What follows belongs to an exercise in optimizing a design on an open flow for small area; a production flow would make more cautious choices.
RTL that was checked went through simulation tests only; none was proved equivalent to the original.
Power figures rest on the tool's default switching activity, not on a simulated workload.

==> trial 53: inputs <==
// psk_mod
module psk_mod (
    input  wire        clk,
    input  wire        rst,
    input  wire        tok_valid,
    output wire        tok_ready,
    input  wire [2:0]  tok_tag,
    input  wire [15:0] tok_data,
    input  wire        cancel,
    input  wire        smp_valid,
    output wire        smp_ready,
    input  wire [63:0] smp_t,
    output wire        res_valid,
    output wire [7:0]  res_amp,
    output wire        res_phase,
    output wire [31:0] res_freq,
    output wire        res_ack,
    output wire [7:0]  res_handle,
    output wire [1:0]  fault
);
    assign res_freq = 32'd1000;
    wire        cancelled;
    wire        q_vis;
    wire [2:0]  h_tag;
    wire [7:0]  h_d;
    wire        pop;
    wire [4:0]  lc;
    wire        mul;
    wire [6:0]  rem;
    wire        diff;
    psk_packer u_packer (
        .clk       (clk),
        .rst       (rst),
        .tok_valid (tok_valid),
        .tok_ready (tok_ready),
        .tok_tag   (tok_tag),
        .tok_data  (tok_data),
        .hold      (cancelled || (fault != 2'd0) || mul),
        .pop       (pop),
        .q_vis     (q_vis),
        .h_tag     (h_tag),
        .h_d       (h_d)
    );
    psk_pq u_div (
        .clk      (clk),
        .rst      (rst),
        .start_ok (smp_valid && (fault == 2'd0)),
        .t        (smp_t[63:7]),
        .lc_q     (lc),
        .mul_q    (mul),
        .rem_q    (rem),
        .diff_q   (diff)
    );
    psk_sampler u_sampler (
        .clk        (clk),
        .rst        (rst),
        .smp_valid  (smp_valid),
        .smp_ready  (smp_ready),
        .t_lo       (smp_t[6:0]),
        .cancel     (cancel),
        .lc_q       (lc),
        .mul_q      (mul),
        .rem_q      (rem),
        .diff_q     (diff),
        .q_vis      (q_vis),
        .h_tag      (h_tag),
        .h_d        (h_d),
        .pop        (pop),
        .cancel_q   (cancelled),
        .fault_q    (fault),
        .res_valid  (res_valid),
        .res_amp    (res_amp),
        .res_phase  (res_phase),
        .res_ack    (res_ack),
        .res_handle (res_handle)
    );
endmodule
export LEC_CHECK = 0
export ABC_AREA = 1
export CAP_MARGIN = 20
export CORE_MARGIN = 2
export CORE_UTILIZATION = 40
export SLEW_MARGIN = 20
create_clock -name core_clock -period 100.0 [get_ports {clk}]
standard.sh (not shown) runs the stock make flow with config.mk's settings and CLKGATE_MAP_FILE= SYNTH_SCRIPT=/design/flow/synth_recipe.tcl, a recipe that flattens the netlist after the stock synthesis.
==> flow/flow/run.sh <==
#!/bin/bash
# The standard layout (standard.sh: ORFS synthesis, floorplan, place,
# CTS, route, finish), with these changes made through the environment that
# ORFS reads:
#  - synthesis maps the logic with the ABC script flow/abc_area.script (a
#    stronger area-oriented mapping; ABC only sees the combinational logic,
#    so the registers are those of the standard synthesis), and leaves the
#    adders to ABC instead of mapping them to fixed full/half adder cells;
#  - the input and output port buffers use the smallest buffer cell;
#  - clock tree synthesis inserts no dummy loads and uses clkbuf_8 buffers.
# The full make output goes to standard.log; ORFS's own per-step logs are
# under orfs/logs/.
set -o pipefail
rm -rf scripts_abc
cp -r "$FLOW_HOME/scripts" scripts_abc
cp flow/abc_area.script scripts_abc/abc_area.script
export SCRIPTS_DIR="$PWD/scripts_abc"
export ABC_AREA=1
export ADDER_MAP_FILE=
export BUFFER_PORTS_ARGS="-buffer_cell sky130_fd_sc_hd__buf_1"
export CTS_ARGS="-sink_clustering_enable -repair_clock_nets -dont_use_dummy_load -buf_list sky130_fd_sc_hd__clkbuf_8"
bash standard.sh > standard.log 2>&1
==> flow/flow/abc_area.script <==
strash
&get -n
&fraig -x
&st
&syn2
&dch -f
&nf -R 1000
&st
&syn2
&dch -f
&nf -R 1000
&put
==> build 73 (differences from trial 53) <==
--- a/flow/design.v
+++ b/flow/design.v
@@ -4,48 +4,50 @@
     input  wire        tok_valid,
     output wire        tok_ready,
     input  wire [2:0]  tok_tag,
     input  wire [15:0] tok_data,
     input  wire        hold,        
+    input  wire [4:0]  lc,          
     input  wire        pop,
     output wire        q_vis,       
     output wire [2:0]  h_tag,
     output wire [7:0]  h_d
 );
     reg [7:0]  acc_q;       
     reg        lz_q;
-    reg [3:0]  bi_q;        
+    reg        run_q;       
     reg [7:0]  s0_q;        
     reg [7:0]  s1_q;        
     reg [2:0]  t1_q;        
     reg        v0_q, v1_q, g_q;
-    wire busy     = (bi_q != 4'd15);
+    wire busy     = run_q;
+    wire [3:0] bi = ~lc[3:0];   
     wire q_empty  = !v0_q && !v1_q && !g_q;
     wire is_data  = (tok_tag == 3'd0);
     wire a_empty  = (acc_q == 8'd1);
-    wire pk_ok    = !hold && (busy || q_empty);
+    wire pk_ok    = !hold && (busy || (q_empty && (lc == 5'd0)));
     wire pk_go    = tok_valid && pk_ok;
-    wire pk_b     = is_data & tok_data[bi_q];
+    wire pk_b     = is_data & tok_data[bi];
     wire pk_shift = pk_go && (is_data || !a_empty);
     wire [7:0] unit = {acc_q[6:0], pk_b};
     wire unit_done = pk_shift && acc_q[7];
-    wire pk_stop  = is_data ? ((!pk_b && lz_q) || (bi_q == 4'd0)) : a_empty;
+    wire pk_stop  = is_data ? ((!pk_b && lz_q) || (bi == 4'd0)) : a_empty;
     assign tok_ready = pk_ok && pk_stop;
     wire tok_fire = tok_valid && tok_ready;
     assign q_vis = !busy && !q_empty;
     assign h_tag = v0_q ? 3'd0 : (g_q ? 3'd0 : t1_q);
     assign h_d   = v0_q ? s0_q : (g_q ? 8'd0 : s1_q);
     always @(posedge clk) begin
         if (rst) begin
             acc_q <= 8'd1;
             lz_q  <= 1'b0;
-            bi_q  <= 4'd15;
+            run_q <= 1'b0;
             v0_q  <= 1'b0;
             v1_q  <= 1'b0;
             g_q   <= 1'b0;
         end else begin
-            if (pk_go) bi_q <= tok_fire ? 4'd15 : bi_q - 4'd1;
+            if (pk_go) run_q <= !tok_fire;
             if (pk_shift) begin
                 acc_q <= acc_q[7] ? 8'd1 : unit;
                 if (is_data) lz_q <= !pk_b;
             end
             if (unit_done) begin
@@ -74,10 +76,11 @@
 endmodule
 module psk_pq (
     input  wire        clk,
     input  wire        rst,
     input  wire        start_ok,    
+    input  wire        accepted,    
     input  wire [63:7] t,
     output reg  [4:0]  lc_q,        
     output reg         mul_q,       
     output reg  [6:0]  rem_q,       
     output reg         diff_q       
@@ -93,11 +96,11 @@
             ge_c14 = r;
         end
     endfunction
     reg        pend_q;
     wire lc0  = (lc_q == 5'd0);
-    wire lc5  = (lc_q == 5'd5);
+    wire lc6  = (lc_q == 5'd6);
     wire lc25 = (lc_q == 5'd25);
     wire [6:0] rin = lc0 ? {2'b00, t[63:59]} : rem_q;
     wire [31:0] dhi, dlo;
     genvar gi;
     generate
@@ -125,20 +128,20 @@
     always @(posedge clk) begin
         if (rst) begin
             lc_q   <= 5'd0;
             pend_q <= 1'b0;
             mul_q  <= 1'b0;
+            diff_q <= 1'b1;
         end else begin
             lc_q   <= lc25 ? 5'd0 : lc_q + 5'd1;
             pend_q <= real_now && !lc25;
             if (lc25 && pend_q) mul_q <= 1'b1;
-            else if (lc5)       mul_q <= 1'b0;
-        end
-        if (!mul_q) begin
-            rem_q  <= vr[6:0];
-            diff_q <= lc0 ? dx : (diff_q | dx);
+            else if (lc6)       mul_q <= 1'b0;
+            if (accepted)      diff_q <= 1'b0;
+            else if (real_now) diff_q <= diff_q | dx;
         end
+        if (!mul_q) rem_q <= vr[6:0];
         ce_q <= {ce_q[24:0], real_now ? qd[0] : ce_q[25]};
         co_q <= {co_q[24:0], real_now ? qd[1] : co_q[25]};
     end
 endmodule
 module psk_sampler (
@@ -156,11 +159,11 @@
     input  wire [2:0]  h_tag,
     input  wire [7:0]  h_d,
     output wire        pop,
     output reg         cancel_q,
     output reg  [1:0]  fault_q,
-    output reg         res_valid,
+    output wire        res_valid,
     output reg  [7:0]  res_amp,
     output wire        res_phase,
     output reg         res_ack,
     output wire [7:0]  res_handle
 );
@@ -168,10 +171,11 @@
     localparam [1:0] K_PRE = 2'd1;
     localparam [1:0] K_TX  = 2'd2;
     localparam [1:0] K_END = 2'd3;
     wire lc0 = (lc_q == 5'd0);
     assign smp_ready = mul_q && (lc_q == 5'd5);
+    assign res_valid = mul_q && (lc_q == 5'd6);
     wire smp_fire = smp_valid && smp_ready;
     function automatic ge_c14(input [13:0] x, input [13:0] c);
         integer i;
         reg     r;
         begin
@@ -182,11 +186,11 @@
         end
     endfunction
     reg [1:0] kind_q;
     reg [5:0] c_q;        
     reg [7:0] h_q;        
-    reg       phase_q, sn_q, cv_q, fall_q, rise_q;
+    reg       phase_q, sn_q, fall_q, rise_q;
     assign res_phase  = phase_q;
     assign res_handle = h_q;
     reg [1:0] kind1;
     reg [5:0] c1, c2;
     reg [7:0] h1;
@@ -244,11 +248,11 @@
                     end
                     default: flt = 2'd1;
                 endcase
             end
         end
-        tick   = !cv_q || diff_q;
+        tick   = diff_q;
         c2     = c1;
         phase2 = phase_q;
         sn2    = sn_q;
         fall2  = fall_q;
         rise2  = rise_q;
@@ -287,29 +291,25 @@
         if (rst) begin
             kind_q    <= K_OFF;
             c_q       <= 6'd32;
             phase_q   <= 1'b0;
             sn_q      <= 1'b1;
-            cv_q      <= 1'b0;
             fall_q    <= 1'b0;
             rise_q    <= 1'b0;
             cancel_q  <= 1'b0;
             fault_q   <= 2'd0;
-            res_valid <= 1'b0;
         end else begin
-            res_valid <= smp_fire;
             if (cancel) cancel_q <= 1'b1;
             if (smp_fire) begin
                 if (flt != 2'd0) begin
                     fault_q <= flt;
                 end else begin
                     kind_q  <= kind1;
                     c_q     <= c2;
                     h_q     <= h1;
                     phase_q <= phase2;
                     sn_q    <= sn2;
-                    cv_q    <= 1'b1;
                     fall_q  <= fall2;
                     rise_q  <= rise2;
                 end
             end
         end
@@ -396,19 +396,21 @@
         .tok_valid (tok_valid),
         .tok_ready (tok_ready),
         .tok_tag   (tok_tag),
         .tok_data  (tok_data),
         .hold      (cancelled || (fault != 2'd0) || mul),
+        .lc        (lc),
         .pop       (pop),
         .q_vis     (q_vis),
         .h_tag     (h_tag),
         .h_d       (h_d)
     );
     psk_pq u_div (
         .clk      (clk),
         .rst      (rst),
         .start_ok (smp_valid && (fault == 2'd0)),
+        .accepted (smp_valid && smp_ready),
         .t        (smp_t[63:7]),
         .lc_q     (lc),
         .mul_q    (mul),
         .rem_q    (rem),
         .diff_q   (diff)
==> build 27 (differences from trial 53) <==
--- a/flow/design.v
+++ b/flow/design.v
@@ -4,48 +4,50 @@
     input  wire        tok_valid,
     output wire        tok_ready,
     input  wire [2:0]  tok_tag,
     input  wire [15:0] tok_data,
     input  wire        hold,        
+    input  wire [4:0]  lc,          
     input  wire        pop,
     output wire        q_vis,       
     output wire [2:0]  h_tag,
     output wire [7:0]  h_d
 );
     reg [7:0]  acc_q;       
     reg        lz_q;
-    reg [3:0]  bi_q;        
+    reg        run_q;       
     reg [7:0]  s0_q;        
     reg [7:0]  s1_q;        
     reg [2:0]  t1_q;        
     reg        v0_q, v1_q, g_q;
-    wire busy     = (bi_q != 4'd15);
+    wire busy     = run_q;
+    wire [3:0] bi = ~lc[3:0];   
     wire q_empty  = !v0_q && !v1_q && !g_q;
     wire is_data  = (tok_tag == 3'd0);
     wire a_empty  = (acc_q == 8'd1);
-    wire pk_ok    = !hold && (busy || q_empty);
+    wire pk_ok    = !hold && (busy || (q_empty && (lc == 5'd0)));
     wire pk_go    = tok_valid && pk_ok;
-    wire pk_b     = is_data & tok_data[bi_q];
+    wire pk_b     = is_data & tok_data[bi];
     wire pk_shift = pk_go && (is_data || !a_empty);
     wire [7:0] unit = {acc_q[6:0], pk_b};
     wire unit_done = pk_shift && acc_q[7];
-    wire pk_stop  = is_data ? ((!pk_b && lz_q) || (bi_q == 4'd0)) : a_empty;
+    wire pk_stop  = is_data ? ((!pk_b && lz_q) || (bi == 4'd0)) : a_empty;
     assign tok_ready = pk_ok && pk_stop;
     wire tok_fire = tok_valid && tok_ready;
     assign q_vis = !busy && !q_empty;
     assign h_tag = v0_q ? 3'd0 : (g_q ? 3'd0 : t1_q);
     assign h_d   = v0_q ? s0_q : (g_q ? 8'd0 : s1_q);
     always @(posedge clk) begin
         if (rst) begin
             acc_q <= 8'd1;
             lz_q  <= 1'b0;
-            bi_q  <= 4'd15;
+            run_q <= 1'b0;
             v0_q  <= 1'b0;
             v1_q  <= 1'b0;
             g_q   <= 1'b0;
         end else begin
-            if (pk_go) bi_q <= tok_fire ? 4'd15 : bi_q - 4'd1;
+            if (pk_go) run_q <= !tok_fire;
             if (pk_shift) begin
                 acc_q <= acc_q[7] ? 8'd1 : unit;
                 if (is_data) lz_q <= !pk_b;
             end
             if (unit_done) begin
@@ -74,10 +76,11 @@
 endmodule
 module psk_pq (
     input  wire        clk,
     input  wire        rst,
     input  wire        start_ok,    
+    input  wire        accepted,    
     input  wire [63:7] t,
     output reg  [4:0]  lc_q,        
     output reg         mul_q,       
     output reg  [6:0]  rem_q,       
     output reg         diff_q       
@@ -125,20 +128,20 @@
     always @(posedge clk) begin
         if (rst) begin
             lc_q   <= 5'd0;
             pend_q <= 1'b0;
             mul_q  <= 1'b0;
+            diff_q <= 1'b1;
         end else begin
             lc_q   <= lc25 ? 5'd0 : lc_q + 5'd1;
             pend_q <= real_now && !lc25;
             if (lc25 && pend_q) mul_q <= 1'b1;
             else if (lc5)       mul_q <= 1'b0;
+            if (accepted)      diff_q <= 1'b0;
+            else if (real_now) diff_q <= diff_q | dx;
         end
-        if (!mul_q) begin
-            rem_q  <= vr[6:0];
-            diff_q <= lc0 ? dx : (diff_q | dx);
-        end
+        if (!mul_q) rem_q <= vr[6:0];
         ce_q <= {ce_q[24:0], real_now ? qd[0] : ce_q[25]};
         co_q <= {co_q[24:0], real_now ? qd[1] : co_q[25]};
     end
 endmodule
 module psk_sampler (
@@ -182,11 +185,11 @@
         end
     endfunction
     reg [1:0] kind_q;
     reg [5:0] c_q;        
     reg [7:0] h_q;        
-    reg       phase_q, sn_q, cv_q, fall_q, rise_q;
+    reg       phase_q, sn_q, fall_q, rise_q;
     assign res_phase  = phase_q;
     assign res_handle = h_q;
     reg [1:0] kind1;
     reg [5:0] c1, c2;
     reg [7:0] h1;
@@ -244,11 +247,11 @@
                     end
                     default: flt = 2'd1;
                 endcase
             end
         end
-        tick   = !cv_q || diff_q;
+        tick   = diff_q;
         c2     = c1;
         phase2 = phase_q;
         sn2    = sn_q;
         fall2  = fall_q;
         rise2  = rise_q;
@@ -287,11 +290,10 @@
         if (rst) begin
             kind_q    <= K_OFF;
             c_q       <= 6'd32;
             phase_q   <= 1'b0;
             sn_q      <= 1'b1;
-            cv_q      <= 1'b0;
             fall_q    <= 1'b0;
             rise_q    <= 1'b0;
             cancel_q  <= 1'b0;
             fault_q   <= 2'd0;
             res_valid <= 1'b0;
@@ -305,11 +307,10 @@
                     kind_q  <= kind1;
                     c_q     <= c2;
                     h_q     <= h1;
                     phase_q <= phase2;
                     sn_q    <= sn2;
-                    cv_q    <= 1'b1;
                     fall_q  <= fall2;
                     rise_q  <= rise2;
                 end
             end
         end
@@ -396,19 +397,21 @@
         .tok_valid (tok_valid),
         .tok_ready (tok_ready),
         .tok_tag   (tok_tag),
         .tok_data  (tok_data),
         .hold      (cancelled || (fault != 2'd0) || mul),
+        .lc        (lc),
         .pop       (pop),
         .q_vis     (q_vis),
         .h_tag     (h_tag),
         .h_d       (h_d)
     );
     psk_pq u_div (
         .clk      (clk),
         .rst      (rst),
         .start_ok (smp_valid && (fault == 2'd0)),
+        .accepted (smp_valid && smp_ready),
         .t        (smp_t[63:7]),
         .lc_q     (lc),
         .mul_q    (mul),
         .rem_q    (rem),
         .diff_q   (diff)
--- a/flow/flow/run.sh
+++ b/flow/flow/run.sh
@@ -15,8 +15,9 @@
 cp -r "$FLOW_HOME/scripts" scripts_abc
 cp flow/abc_area.script scripts_abc/abc_area.script
 export SCRIPTS_DIR="$PWD/scripts_abc"
 export ABC_AREA=1
 export ADDER_MAP_FILE=
+export REMOVE_ABC_BUFFERS=1
 export BUFFER_PORTS_ARGS="-buffer_cell sky130_fd_sc_hd__buf_1"
 export CTS_ARGS="-sink_clustering_enable -repair_clock_nets -dont_use_dummy_load -buf_list sky130_fd_sc_hd__clkbuf_8"
 bash standard.sh > standard.log 2>&1
==> flow/flow/abc_area.script (replaced) <==
strash
&get -n
&fraig -x
&st
&dc2
&syn2
&dch -f
&nf -R 1000
&st
&dc2
&syn2
&dch -f
&nf -R 1000
&st
&dc2
&syn2
&dch -f
&nf -R 1000
&put
GPL_TIMING_DRIVEN = 0   (was default)
==> comparison table <==
item	build 27	trial 53	build 73
Outcome	complete, no violations	complete, no violations	complete, no violations
Start point of the critical path	tok_data[1]	tok_data[3]	tok_data[8]
Relative contribution of combinational cells to total power	0.296	0.307	0.312
Worst R2R Start	u_sampler.sn_q$_SDFFE_PP1P_	u_div.diff_q$_DFFE_PN_	u_packer.v0_q$_SDFF_PP0_
Number of buffers outside the clock class in the layout	113	116	118
Number of different library cells in the post-synthesis netlist	51	50	58
Transition time of the tightest slew-check pin	1100 ps	1040 ps	936 ps
Maximum number of pins on one net before global-route repair	33	40	36
Clock-cell share	0.0307	0.0296	0.0307
DRT met1 WL	8.16 mm	7.98 mm	7.55 mm
Die X	134 microns	137 microns	134 microns
Met1 Usage GRT	0.256	0.245	0.244
Fin area	7630 sq um	7900 sq um	7610 sq um
Clock latency of the later-clocked register in the worst-skew pair	430 ps	430 ps	450 ps
Post-Place Cell Area	7380 sq um	7660 sq um	7380 sq um
Multi-input logic area	3600 sq um	3780 sq um	3590 sq um
Final Net Count	1005	1033	992
Largest driver fanout on the critical path	3	4	3
Synthesized area	6800 sq um	7050 sq um	6750 sq um
No functional check of the RTL was part of trial 53 and build 73.

-- what the ideal ports hide --
The flow's constraints put no driver on any port. The routed layouts listed below were extracted and timed again, unchanged, in two steps.
Step 1, drivers: a clkbuf_16 drives clk and a buf_2 each remaining input, both assumed.
Step 2 also shifts input and output timing later by t, the mid clock arrival at the registers, as if the neighbouring blocks saw the same clock.
a / b / c = no drivers / after step 1 / after step 2; a / b = the first two.
run | t, ns | setup WS [ns] | clock arrival spread, ns | slew at the worst register clock pin (ns)
trial 53 | 0.453 | 58.446 / 58.426 / 58.426 | 0.019 / 0.020 | 0.07 / 0.07
build 73 | 0.468 | 58.565 / 58.541 / 58.541 | 0.038 / 0.037 | 0.09 / 0.09
build 27 | 0.460 | 58.621 / 58.597 / 58.597 | 0.023 / 0.023 | 0.08 / 0.08
After both steps setup and hold are still met in every run listed.
